From an optimization exercise on the open Yosys and OpenROAD flow, aimed at small area and few clock cycles; shortcuts taken in it are not production practice.
Function was checked by simulation only, so behaviour that the tests miss may differ from the original.
Power figures rest on the tool's default switching activity, not on a simulated workload.

[design/flow/config.mk]
export PLATFORM = sky130hd
export DESIGN_NAME = gree_ir_codec
export DESIGN_NICKNAME = gree_ir_codec
export VERILOG_FILES = /design/flow/design.v
export SDC_FILE = /design/flow/constraint.sdc
export NUM_CORES = 4
export LEC_CHECK = 0
export CAP_MARGIN = 20
export CORE_MARGIN = 2
export CORE_UTILIZATION = 50
export SLEW_MARGIN = 20
[design/flow/constraint.sdc]
create_clock -name core_clock -period 6.0 [get_ports {clk}]
set_input_delay 1.2000 -clock core_clock [delete_from_list [all_inputs] [get_ports {clk}]]
set_output_delay 1.2000 -clock core_clock [all_outputs]
set_load 0.01 [all_outputs]
[design/flow/design.v]
module gree_ir_codec (
    input  wire        clk,
    input  wire        rst,           
    input  wire        cmd_valid,
    output wire        cmd_ready,
    input  wire [31:0] cmd_word,
    input  wire [63:0] cmd_din,
    output wire        rsp_valid,
    output wire        rsp_illegal,
    output wire [63:0] rsp_val,
    output wire        tx_valid,
    input  wire        tx_ready,
    output wire        tx_mark,
    output wire [31:0] tx_dur,
    output wire [7:0]  rx_addr,
    input  wire [31:0] rx_data,
    input  wire [15:0] rx_len
);
    localparam [31:0] T_HDR_MARK   = 32'd9000;
    localparam [31:0] T_HDR_SPACE  = 32'd4500;
    localparam [31:0] T_BIT_MARK   = 32'd620;
    localparam [31:0] T_ONE_SPACE  = 32'd1600;
    localparam [31:0] T_ZERO_SPACE = 32'd540;
    localparam [31:0] T_GAP        = 32'd19000;
    localparam [31:0] T_MSG        = 32'd19000;
    localparam [63:0] RESET_IMAGE  = 64'h5000200050200900;
    localparam [31:0] HM_LO = ((T_HDR_MARK + 50) * 75) / 100;
    localparam [31:0] HM_HI = ((T_HDR_MARK + 50) * 125 + 99) / 100;
    localparam [31:0] BM_LO = ((T_BIT_MARK + 50) * 75) / 100;
    localparam [31:0] BM_HI = ((T_BIT_MARK + 50) * 125 + 99) / 100;
    localparam [31:0] HS_LO = ((T_HDR_SPACE - 50) * 75) / 100;
    localparam [31:0] HS_HI = ((T_HDR_SPACE - 50) * 125 + 99) / 100;
    localparam [31:0] OS_LO = ((T_ONE_SPACE - 50) * 75) / 100;
    localparam [31:0] OS_HI = ((T_ONE_SPACE - 50) * 125 + 99) / 100;
    localparam [31:0] ZS_LO = ((T_ZERO_SPACE - 50) * 75) / 100;
    localparam [31:0] ZS_HI = ((T_ZERO_SPACE - 50) * 125 + 99) / 100;
    localparam [31:0] MSG_LO = (T_MSG * 75) / 100;
    localparam [7:0] OP_NOP        = 8'h00;
    localparam [7:0] OP_RESET      = 8'h01;
    localparam [7:0] OP_SET_RAW    = 8'h02;
    localparam [7:0] OP_GET_RAW    = 8'h03;
    localparam [7:0] OP_FIXUP      = 8'h04;
    localparam [7:0] OP_CSUM_CALC  = 8'h05;
    localparam [7:0] OP_CSUM_VREC  = 8'h06;
    localparam [7:0] OP_CSUM_VD    = 8'h07;
    localparam [7:0] OP_SET_POWER  = 8'h10;
    localparam [7:0] OP_GET_POWER  = 8'h11;
    localparam [7:0] OP_SET_MODE   = 8'h12;
    localparam [7:0] OP_GET_MODE   = 8'h13;
    localparam [7:0] OP_SET_TEMP   = 8'h14;
    localparam [7:0] OP_GET_TEMP   = 8'h15;
    localparam [7:0] OP_SET_FAN    = 8'h16;
    localparam [7:0] OP_GET_FAN    = 8'h17;
    localparam [7:0] OP_SET_SWING  = 8'h18;
    localparam [7:0] OP_GET_SWAUTO = 8'h19;
    localparam [7:0] OP_GET_SWPOS  = 8'h1A;
    localparam [7:0] OP_SET_SLEEP  = 8'h1B;
    localparam [7:0] OP_GET_SLEEP  = 8'h1C;
    localparam [7:0] OP_SET_TURBO  = 8'h1D;
    localparam [7:0] OP_GET_TURBO  = 8'h1E;
    localparam [7:0] OP_SET_LIGHT  = 8'h1F;
    localparam [7:0] OP_GET_LIGHT  = 8'h20;
    localparam [7:0] OP_SET_XFAN   = 8'h21;
    localparam [7:0] OP_GET_XFAN   = 8'h22;
    localparam [7:0] OP_ENCODE     = 8'h30;
    localparam [7:0] OP_SEND       = 8'h31;
    localparam [7:0] OP_DECODE     = 8'h40;
    localparam [7:0] OP_GET_DEC    = 8'h41;
    localparam [7:0] OP_GET_DBITS  = 8'h42;
    function [3:0] csum;
        input [63:0] x;
        begin
            csum = 4'd10 + x[3:0] + x[11:8] + x[19:16] + x[27:24]
                 + x[39:36] + x[47:44] + x[55:52];
        end
    endfunction
    function integer ypos;
        input integer k;
        begin
            if (k < 32) begin
                if (k[2] == 1'b0) ypos = 16 + (k / 8) * 4 + k % 4;        
                else              ypos = 32 + (k / 8) * 4 + k % 4;        
            end else begin
                if (k[2] == 1'b1) ypos = ((k - 32) / 8) * 4 + k % 4;       
                else              ypos = 48 + ((k - 32) / 8) * 4 + k % 4;  
            end
        end
    endfunction
    reg [63:0] rec;
    reg [63:0] dec_y;         
    reg        enc_act;       
    reg        dec_act;       
    reg [7:0]  cnt;           
    reg [15:0] num;           
    reg        nbw;           
    reg        nnz;           
    reg        rsp_q;
    wire [7:0]  opc   = cmd_word[31:24];
    wire [7:0]  fa    = cmd_word[23:16];
    wire [7:0]  fb    = cmd_word[15:8];
    wire [7:0]  fc    = cmd_word[7:0];
    wire [15:0] imm16 = cmd_word[15:0];
    reg legal;
    always @(*) begin
        case (opc)
            OP_NOP, OP_RESET, OP_GET_RAW, OP_FIXUP, OP_CSUM_CALC, OP_CSUM_VREC,
            OP_GET_POWER, OP_GET_MODE, OP_GET_TEMP, OP_GET_FAN, OP_GET_SWAUTO,
            OP_GET_SWPOS, OP_GET_SLEEP, OP_GET_TURBO, OP_GET_LIGHT, OP_GET_XFAN,
            OP_GET_DEC, OP_GET_DBITS,
            OP_SET_RAW, OP_CSUM_VD:
                legal = (cmd_word[23:0] == 24'd0);
            OP_SET_POWER, OP_SET_SLEEP, OP_SET_TURBO, OP_SET_LIGHT, OP_SET_XFAN:
                legal = (fa[7:1] == 7'd0) && (fb == 8'd0) && (fc == 8'd0);
            OP_SET_MODE, OP_SET_TEMP, OP_SET_FAN:
                legal = (fb == 8'd0) && (fc == 8'd0);
            OP_SET_SWING:
                legal = (fa[7:1] == 7'd0) && (fc == 8'd0);
            OP_ENCODE:
                legal = 1'b1;
            OP_SEND:
                legal = (fa == 8'd0);
            OP_DECODE:
                legal = (fa[7:1] == 7'd0);
            default:
                legal = 1'b0;
        endcase
    end
    wire busy   = enc_act | dec_act;
    wire accept = cmd_valid & cmd_ready & ~rst;
    wire go     = accept & legal;
    wire start_enc = go & ((opc == OP_ENCODE && fa >= 8'd8) || opc == OP_SEND);
    wire start_dec = go & (opc == OP_DECODE);
    wire [3:0] cs_val = csum((opc[2:0] == 3'b111) ? cmd_din : rec);
    wire [3:0] temp_code    = (rec[2:0] == 3'd0) ? 4'd9 :
                              (fa[7:4] == 4'd0) ? 4'd0 :
                              (fa[7:4] != 4'd1 || fa[3:0] == 4'd15) ? 4'd14 : fa[3:0];
    wire [1:0] fan_clamped  = (fa > 8'd3) ? 2'd3 : fa[1:0];
    wire [1:0] fan_final    = (rec[2:0] == 3'd2) ? 2'd1 : fan_clamped;
    reg [3:0] swing_pos;
    always @(*) begin
        if (fa[0]) begin
            if (fb == 8'd1 || fb == 8'd7 || fb == 8'd9 || fb == 8'd11)
                swing_pos = fb[3:0];
            else
                swing_pos = 4'd1;
        end else begin
            if (fb >= 8'd2 && fb <= 8'd6)
                swing_pos = fb[3:0];
            else
                swing_pos = 4'd0;
        end
    end
    reg [6:0] small_d;
    always @(*) begin
        small_d = 7'd0;
        case (opc)
            OP_CSUM_CALC:  small_d[3:0] = cs_val;
            OP_CSUM_VREC:  small_d[0]   = (rec[63:60] == cs_val);
            OP_CSUM_VD:    small_d[0]   = (cmd_din[63:60] == cs_val);
            OP_GET_POWER:  small_d[0]   = rec[3] & rec[19];
            OP_GET_MODE:   small_d[2:0] = rec[2:0];
            OP_GET_TEMP:   small_d[4:0] = {1'b1, rec[11:8]};
            OP_GET_FAN:    small_d[1:0] = rec[5:4];
            OP_GET_SWAUTO: small_d[0]   = rec[6];
            OP_GET_SWPOS:  small_d[3:0] = rec[35:32];
            OP_GET_SLEEP:  small_d[0]   = rec[7];
            OP_GET_TURBO:  small_d[0]   = rec[20];
            OP_GET_LIGHT:  small_d[0]   = rec[21];
            OP_GET_XFAN:   small_d[0]   = rec[23];
            OP_GET_DBITS:  small_d[6]   = 1'b1;
            default: ;
        endcase
    end
    wire       c_hm   = (cnt == 8'd0);
    wire       c_hs   = (cnt == 8'd1);
    wire       c_mark = ~cnt[0];
    wire       c_data = cnt[0] && ((cnt >= 8'd3 && cnt <= 8'd65) || (cnt >= 8'd75 && cnt <= 8'd137));
    wire       c_zero = (cnt == 8'd67) || (cnt == 8'd71);
    wire       c_one  = (cnt == 8'd69);
    wire [6:0] m      = cnt[7:1];
    wire [1:0] u_lo   = {m[1] ~^ m[0], ~m[0]};                
    wire       u_b2   = m[2] ^ (m[1:0] == 2'd0);              
    wire       ck_nib = m[6] & (m[2:0] != 3'd0);              
    wire       tx_bit    = rec[0];
    reg [31:0] enc_dur;
    always @(*) begin
        if (c_hm)               enc_dur = T_HDR_MARK;
        else if (c_mark)        enc_dur = T_BIT_MARK;
        else if (c_hs)          enc_dur = T_HDR_SPACE;
        else if (c_data)        enc_dur = tx_bit ? T_ONE_SPACE : T_ZERO_SPACE;
        else if (c_zero)        enc_dur = T_ZERO_SPACE;
        else if (c_one)         enc_dur = T_ONE_SPACE;
        else                    enc_dur = T_GAP;
    end
    assign tx_valid = enc_act;
    assign tx_mark  = ~cnt[0];
    assign tx_dur   = enc_dur;
    wire enc_last  = (cnt == 8'd139);
    wire enc_rot   = enc_act & tx_ready & (cnt[7:4] == 4'd0);
    wire nbit      = num[0] ^ nbw;
    wire strict    = nbw;
    wire enc_done  = enc_act & tx_ready & enc_last & ~nnz;
    wire m_hdr_mark  = (rx_data >= HM_LO) && (rx_data <= HM_HI);
    wire m_bit_mark  = (rx_data >= BM_LO) && (rx_data <= BM_HI);
    wire m_hdr_space = (rx_data >= HS_LO) && (rx_data <= HS_HI);
    wire m_one       = (rx_data >= OS_LO) && (rx_data <= OS_HI);
    wire m_zero      = (rx_data >= ZS_LO) && (rx_data <= ZS_HI);
    wire m_msg       = (rx_data >= MSG_LO);
    reg ent_ok;
    always @(*) begin
        if (c_hm)        ent_ok = m_hdr_mark;
        else if (c_mark) ent_ok = m_bit_mark;
        else if (c_hs)   ent_ok = m_hdr_space;
        else if (c_data) ent_ok = m_one | m_zero;
        else if (c_zero) ent_ok = m_zero;
        else if (c_one)  ent_ok = m_one;
        else             ent_ok = m_msg;
    end
    wire [14:0] lh5 = rx_len[15:1] - 15'd5;
    reg len_big;
    integer li;
    always @(*) begin
        len_big = rx_len[0];
        for (li = 0; li < 16; li = li + 1)
            len_big = ((li < 15 ? lh5[li] : 1'b0) & ~num[li]) |
                      (((li < 15 ? lh5[li] : 1'b0) | ~num[li]) & len_big);
    end
    wire len_ok  = (rx_len >= 16'd139) && len_big &&
                   !(strict && num != 16'd64);
    wire dec_first = cnt[6] & (cnt[5:0] == 6'd3);
    wire [3:0] acc   = num[3:0];
    wire       acc_c = num[4];
    wire cs_bad  = strict && (cnt == 8'd11) && (acc != 4'd0);
    wire dec_bad = (dec_first & ~len_ok) | ~ent_ok | cs_bad;
    wire dec_end = (cnt == 8'd139) || (cnt == 8'd1 && rx_len < 16'd140);
    wire dec_done = dec_act & (dec_bad | dec_end);
    wire dec_succ = dec_act & ~dec_bad & dec_end;
    wire       cs_bit  = c_data & ~u_b2;
    wire       cs_b    = m_one ^ ck_nib;
    wire       cs_ci   = acc_c & (u_lo != 2'd0);
    wire       cs_s    = acc[0] ^ cs_b ^ cs_ci;
    wire       cs_co   = (acc[0] & cs_b) | (acc[0] & cs_ci) | (cs_b & cs_ci);
    wire       c_jmp    = dec_act & (cnt[2:0] == 3'b001);
    wire       c_inc    = dec_act | cnt[0];
    wire [1:0] c_lo     = m[1:0] + {1'b0, c_inc};
    wire       c_ci     = c_jmp | (c_inc & (m[1:0] == 2'b11));
    wire [4:0] c_hi     = m[6:2] + {4'd0, c_ci};
    wire [7:0] cnt_step = {c_hi, c_jmp ? 2'b01 : c_lo, cnt[0] ^ ~dec_act};
    reg [7:0] dec_next;
    always @(*) begin
        if (cnt == 8'd137)      dec_next = 8'd3;
        else if (cnt == 8'd57)  dec_next = 8'd11;
        else if (cnt == 8'd129) dec_next = 8'd0;
        else if (cnt == 8'd138) dec_next = 8'd1;
        else if (cnt == 8'd1)   dec_next = 8'd139;
        else                    dec_next = cnt_step;
    end
    assign rx_addr = cnt;
    assign cmd_ready   = ~busy | enc_done;
    assign rsp_valid   = rsp_q | enc_done;
    wire       ill_q   = num[7];
    wire       sel_rec = num[8];
    wire       sel_dec = num[9];
    assign rsp_illegal = ill_q;
    wire [63:0] dec_rec;
    genvar gk;
    generate
        for (gk = 0; gk < 64; gk = gk + 1) begin : g_unscr
            assign dec_rec[gk] = dec_y[ypos(gk)];
        end
    endgenerate
    assign rsp_val = ({64{sel_rec}} & rec) | ({64{sel_dec}} & dec_rec)
                   | {57'd0, num[6:0]};
    always @(posedge clk) begin
        rsp_q   <= (accept & ~(start_enc | start_dec)) | (dec_done & ~rst);
        if (rst) begin
            enc_act <= 1'b0;
            dec_act <= 1'b0;
        end else begin
            if (enc_done) enc_act <= 1'b0;
            if (dec_done) dec_act <= 1'b0;
            if (start_enc) enc_act <= 1'b1;
            if (start_dec) dec_act <= 1'b1;
        end
        if (start_enc | start_dec) begin
            cnt    <= start_dec ? 8'd67 : 8'd0;
            num    <= imm16;
            nbw    <= start_dec & fa[0];
            nnz    <= 1'b0;
        end else if (enc_act) begin
            if (enc_rot) begin
                num <= {nbit, num[15:1]};
                nbw <= nbw & ~num[0];
                nnz <= nnz | nbit;
            end
            if (tx_ready) begin
                if (enc_last) begin
                    cnt <= 8'd0;
                    nbw <= 1'b1;
                    nnz <= 1'b0;
                end else begin
                    cnt <= cnt_step;
                end
            end
        end else if (dec_act) begin
            cnt <= dec_next;
            if (c_data)
                dec_y <= {m_one, dec_y[63:1]};
            if (dec_first)
                num[4:0] <= {1'b0, 4'd11};
            if (cs_bit)
                num[4:0] <= {cs_co, cs_s, acc[3:1]};
            if (dec_done)
                num[9:0] <= {9'd0, dec_succ};
        end
        if (accept & ~(start_enc | start_dec))
            num[9:0] <= {go & (opc == OP_GET_DEC), go & (opc == OP_GET_RAW),
                         ~legal, go ? small_d : 7'd0};
        if (rst) begin
            rec <= RESET_IMAGE;
        end else if (enc_act && tx_ready && c_data) begin
            rec <= {rec[0], rec[63:1]};
        end else if (go) begin
            case (opc)
                OP_RESET:     rec <= RESET_IMAGE;
                OP_SET_RAW:   rec <= cmd_din;
                OP_GET_RAW, OP_FIXUP, OP_SEND:
                              rec[63:60] <= cs_val;
                OP_SET_POWER: begin
                    rec[3]  <= fa[0];
                    rec[19] <= fa[0];
                end
                OP_SET_MODE: begin
                    if (fa == 8'd0) begin
                        rec[11:8] <= 4'd9;
                        rec[2:0]  <= 3'd0;
                    end else if (fa == 8'd2) begin
                        rec[5:4]  <= 2'd1;
                        rec[2:0]  <= 3'd2;
                    end else if (fa == 8'd1 || fa == 8'd3 || fa == 8'd4) begin
                        rec[2:0]  <= fa[2:0];
                    end else begin
                        rec[2:0]  <= 3'd0;
                    end
                end
                OP_SET_TEMP:  rec[11:8] <= temp_code[3:0];
                OP_SET_FAN:   rec[5:4]  <= fan_final;
                OP_SET_SWING: begin
                    rec[6]     <= fa[0];
                    rec[35:32] <= swing_pos;
                end
                OP_SET_SLEEP: rec[7]  <= fa[0];
                OP_SET_TURBO: rec[20] <= fa[0];
                OP_SET_LIGHT: rec[21] <= fa[0];
                OP_SET_XFAN:  rec[23] <= fa[0];
                default: ;
            endcase
        end
    end
endmodule
[design/flow/flow/run.sh]
#!/bin/bash
# Layout flow: the standard ORFS flow with three changes.
#  1. Synthesis maps the logic with an area-oriented ABC script (flow/abc_map.script)
#     in place of ORFS's delay-oriented one; everything else in synthesis is the
#     standard script, so the registers are the standard synthesis's.
#  2. Port buffers are sky130_fd_sc_hd__buf_1 cells.
#  3. CTS uses small clock buffers and no dummy loads.
# Each step's output goes to its own log file in this folder.
set -euo pipefail
W=$(pwd)
rm -rf "$W/scripts_area"
cp -r "$FLOW_HOME/scripts" "$W/scripts_area"
cp "$W/flow/abc_map.script" "$W/scripts_area/abc_speed.script"

bash "$W/standard.sh" "SCRIPTS_DIR=$W/scripts_area" synth > "$W/log_1_synth.txt" 2>&1
bash "$W/standard.sh" \
  "BUFFER_PORTS_ARGS=-buffer_cell sky130_fd_sc_hd__buf_1" \
  "CTS_ARGS=-sink_clustering_enable -sink_clustering_size 8 -sink_clustering_max_diameter 40 -repair_clock_nets -dont_use_dummy_load -root_buf sky130_fd_sc_hd__clkbuf_8 -buf_list {sky130_fd_sc_hd__clkbuf_4 sky130_fd_sc_hd__clkbuf_8}" \
  finish > "$W/log_2_layout.txt" 2>&1
[design/flow/flow/abc_map.script]
&get -n
&st
&dch
&nf -R 1000
&put
mfs2
strash
&get -n
&st
&dch
&nf -R 1000
&put
mfs2
strash
&get -n
&st
&dch
&nf -R 1000
&put
mfs2
strash
&get -n
&st
&dch
&nf -R 1000
&put
mfs2
strash
&get -n
&st
&dch
&nf -R 1000
&put
mfs2
strash
&get -n
&st
&dch
&nf -R 1000
&put
mfs2
strash
&get -n
&dch
&nf -R 1000
&put
topo
stime -c
[design/flow/standard.sh]
#!/bin/bash
# synth_recipe.tcl (not shown) runs the flow's synth.tcl, then flattens the netlist and writes it again
# the make line also repeats each setting of config.mk as NAME=value (left out here)
make -C /OpenROAD-flow-scripts/flow DESIGN_CONFIG=/design/flow/config.mk WORK_HOME=/design/flow/orfs CLKGATE_MAP_FILE= SYNTH_SCRIPT=/design/flow/synth_recipe.tcl "${@:-finish}"
==> flow_summary.ini <==
[setup_path]
end_kind = register
timing.reg2reg.setup_slack_ns = 0.99
crit_path_max_incr_delay_ns = 0.52
worst-endpoint-arrival_ns = 5.97
worst-path-max-fanout = 13
cp_top_family = adder cells
crit_chain = buf_1 > nand3_2 > buf_12 > mux2_1 > fa_1 > fa_1 > clkinv_1 > fa_1 > clkinv_1 > fa_1 > ha_1 > xnor2_1 > xnor2_1 > xnor2_1 > xnor2_1 > xor2_1 > o2111ai_1 > a2111oi_2 > nor3_1 > nor2_1 > a21oi_1 > o21ai_0
crit_slowest_cell = fa_1
crit_path_start_kind = input pin
critical_path_class = input pin to register
cp.required_ns = 6.26
timing.critical_path.buf_inv = 4

[timing]
slew_viol_final = 0
timing.fmax_mhz = 175.1
timing.slew.headroom = 0.4444
layout_min_cycle_time_ns = 5.711
setup_viol_count_final = 0
post_route_skew_ns = 0.03004
unrepaired_setup_endpoints_after_global_routing = false
setup_tns_ns = 0
hold_slack_ns = 0.4405
post_layout_worst_setup_margin_ns = 0.2887
final_hold_viol_count = 0
max_slew.worst_pin.slew_ns = 0.8271
layout_worst_path_cycle_share = 0.9519

[hold_path]
hold_class = register to register

[placement]
portBuffers = 237
place_hpwl_um = 22730
place_area_sq_um = 10770
gp_congestion = 0.9542
dp_worst_setup_slack_ns = -0.1655

[route]
firstDrtPassIters = 5
vias = 9336
antenna_violating_nets_post_route = 0
wire_per_inst_um = 20.42
totalWireLength_um = 30980
post-route-drc-count = 0
detail_route.iter0.violations = 765
vias_per_cell = 6.154

[clock_tree]
clock_latency_ns = 0.46
post_cts_hold_buffer_count = 0
max_clock_buf_depth = 2
cts_sinks = 157
post_cts_buffers = 0
clk_pin_slew_worst_paths_ns = 0.09
htree_num_levels = 4
tritoncts.num_buffers = 17
clock_tree.root_cell = clkbuf_8
tritoncts = built

[cells_and_area]
layout.core_utilization = 0.5907
mostFrequentLayoutCells = buf_1, nand2_1, edfxtp_1, o21ai_0, nor2_1
drive_gt1_frac = 0.03744
design.final.nets = 1457
finalInstanceArea_sq_um = 11010
syn2layout_area_growth_pct = 16.31
filler_cell_count = 1804
most_frequent_standard_cell_in_the_layout_excluding_fill_and_tap_cells = buf_1

[yosys]
syn-cell-area_sq_um = 9469
synthArstFlopShare = 0
synth_sequential_area_ratio = 0.4260
syn_avg_cell_area_sq_um = 9.385
netlist_instances = 1009
yosys_register_bits = 157
yosys_warnings = 1
synth.lib_cells_used.distinct = 54
synth_enable_flop_cells = 89
yosys_most_used_dff = edfxtp_1

[global_routing]
globalRoute.totalOverflow = 0
number_of_antenna_violations_at_the_first_check_in_global_routing = 0
grt_pass1_wl_um = 47870
grt_start_max_net_pins = 70
grt_pass1_vias = 8649
gr_util_all_layers = 0.3057

[outcome]
status = complete, no violations

[floorplan]
initial_core_utilization = 0.5079
die_width_um = 141.6
core.rowCount = 50
core_area_sq_um = 18640
top_level_ports = 257
die_h_um = 141.6
die_area_sq_um = 20050

[job]
maxCapViolations = 0

[power_and_ir_drop]
ir_drop_mv = 0.1252
power.leakage_nw = 3.617
power.density_cell_area_nw_per_um2 = 179.2
-- cells by family (layout without fill, tap and decap cells) --
| logic type | Yosys count | after routing | share of synthesized area |
|---|---|---|---|
| AO/OA/AOI/OAI | 348 | 348 | 0.2544 |
| buffers and inverters | 49 | 304 | 0.02815 |
| AND/OR/NAND/NOR | 357 | 357 | 0.1755 |
| multiplexers | 34 | 34 | 0.03779 |
| flip-flops | 157 | 157 | 0.4260 |
| adder cells (fa/ha/maj) | 26 | 26 | 0.04361 |
| XOR/XNOR | 37 | 37 | 0.03422 |
| other | 1 | 20 | 0.0003960 |
-- worst paths after layout --
path                             from                  end  depth (start not counted)
hold reg to reg   dec_y[13]$_DFFE_PP_  dec_y[12]$_DFFE_PP_                          0
setup reg to reg  rec[2]$_SDFFE_PP0P_     num[0]$_DFFE_PP_                         18
hold / removal    dec_y[13]$_DFFE_PP_  dec_y[12]$_DFFE_PP_                          0
setup / recovery         cmd_word[24]     num[0]$_DFFE_PP_                         22
-- power breakdown --
group | internal, mW | switching [mW]
clock | 0.250 | 0.347
sequential | 1.13 | 0.00211
combinational | 0.0982 | 0.150
total | 1.47 | 0.498
-- registers in the layout, summed over array words and instances (netlist names) --
signal / cells
num: 16
dec_act: 1
nnz: 1
rsp_q: 1
nbw: 1
cnt: 8
rec: 64
dec_y: 64
enc_act: 1
-- synthesized netlist by cell type (3+ instances only) --
| master | number | area (sq um) |
|---|---|---|
| nand2_1 | 119 | 446.7 |
| nor2_1 | 90 | 337.8 |
| edfxtp_1 | 89 | 2673 |
| o21ai_0 | 88 | 440.4 |
| dfxtp_1 | 68 | 1361 |
| a22o_1 | 62 | 543.0 |
| a22oi_1 | 49 | 367.9 |
| a21oi_1 | 46 | 230.2 |
| nor3_1 | 32 | 160.2 |
| nand3_1 | 28 | 140.1 |
| clkinv_1 | 27 | 101.4 |
| buf_4 | 22 | 165.2 |
| xnor2_1 | 22 | 192.7 |
| mux2i_1 | 20 | 200.2 |
| a211oi_1 | 17 | 127.6 |
| nor4_1 | 17 | 106.4 |
| xor2_1 | 15 | 131.4 |
| mux2_1 | 14 | 157.7 |
| ha_1 | 13 | 162.7 |
| nand4_1 | 13 | 81.33 |
| o22ai_1 | 13 | 81.33 |
| a221oi_1 | 12 | 105.1 |
| fa_1 | 12 | 240.2 |
| nand2b_1 | 10 | 62.56 |
| a221o_1 | 9 | 90.09 |
| a32oi_1 | 8 | 70.07 |
| or3_1 | 8 | 50.05 |
| a31oi_1 | 7 | 43.79 |
| and3_1 | 7 | 43.79 |
| nor2b_1 | 7 | 43.79 |
| o31ai_1 | 7 | 52.55 |
| and2_0 | 6 | 37.54 |
| or4_1 | 6 | 45.04 |
| nand3b_1 | 5 | 37.54 |
| a41oi_1 | 4 | 35.03 |
| o221ai_1 | 4 | 35.03 |
| or2_0 | 4 | 25.02 |
| a2111oi_0 | 3 | 26.28 |
| o211ai_1 | 3 | 22.52 |
| o21a_1 | 3 | 22.52 |
-- through the flow --
stage / power (mW) / cells
4_1_cts: 1.986 / 1516
3_5_place_dp: 1.394 / 1499
3_3_place_gp: 1.393 / 1499
5_1_grt: 2.053 / 1516
6_report: 1.973 / 1517
2_1_floorplan: 1.289 / 1027
-- metal layers --
metal / routed length (um) / GRT usage / share of wire
met1: 13580 / 0.4283 / 0.44
met2: 14560 / 0.4870 / 0.47
met3: 2176 / 0.05670 / 0.070
met4: 660 / 0.08842 / 0.021
met5: 0 / 0 / 0
-- final cells by class --
class	instances	area, sq um	share of cell area
timing repair buffer	260	1076	0.09770
multi-input combinational	821	5273	0.4788
clock buffer	17	234.0	0.02125
antenna	1	2.502	0.0002272
sequential	157	4034	0.3663
tap	234	292.8	0.02658
inverter	27	101.3	0.009202
-- worst register-to-register path, cell delays in order (launching register included) --
cell       delay (ns)
dfxtp_1          0.55
mux2i_1          0.17
fa_1             0.56
clkinv_1         0.08
fa_1             0.53
fa_1             0.53
fa_1             0.51
ha_1             0.22
xnor2_1          0.19
xnor2_1          0.15
xnor2_1          0.10
xnor2_1          0.33
xor2_1           0.19
o2111ai_1        0.15
a2111oi_2        0.23
nor3_1           0.09
nor2_1           0.10
a21oi_1          0.04
o21ai_0          0.10
-- what timing repair did --
item,in CTS,in global routing
endpoints found under the hold margin,0,0
gates resized for setup,0,2
endpoints found under the setup margin,0,1
Testbench counts, summed over its fixed seeds: cycles 481,055.

[separate check: timing with driven ports]
No port has a modelled driver above. Below, the same layout with a new extraction and two added sets of constraints. Step 1, drivers: a clkbuf_16 drives clk and a buf_2 each remaining input, both assumed. Step 2, shift: input delay + t, output delay - t, t = (earliest + latest rising clock arrival at the registers) / 2. This alone moves slack from input paths to output paths. Slacks: ideal / step 1 / step 2; pairs: ideal / step 1.
t, ns: 0.489
setup slack, ns: 0.289 / 0.310 / -0.179
worst setup path after step 2: input to register
Met with ideal ports but missed after step 2: setup timing in this run. The setup slack of this run moves by +0.021 ns with the drivers and by -0.468 ns with both steps.
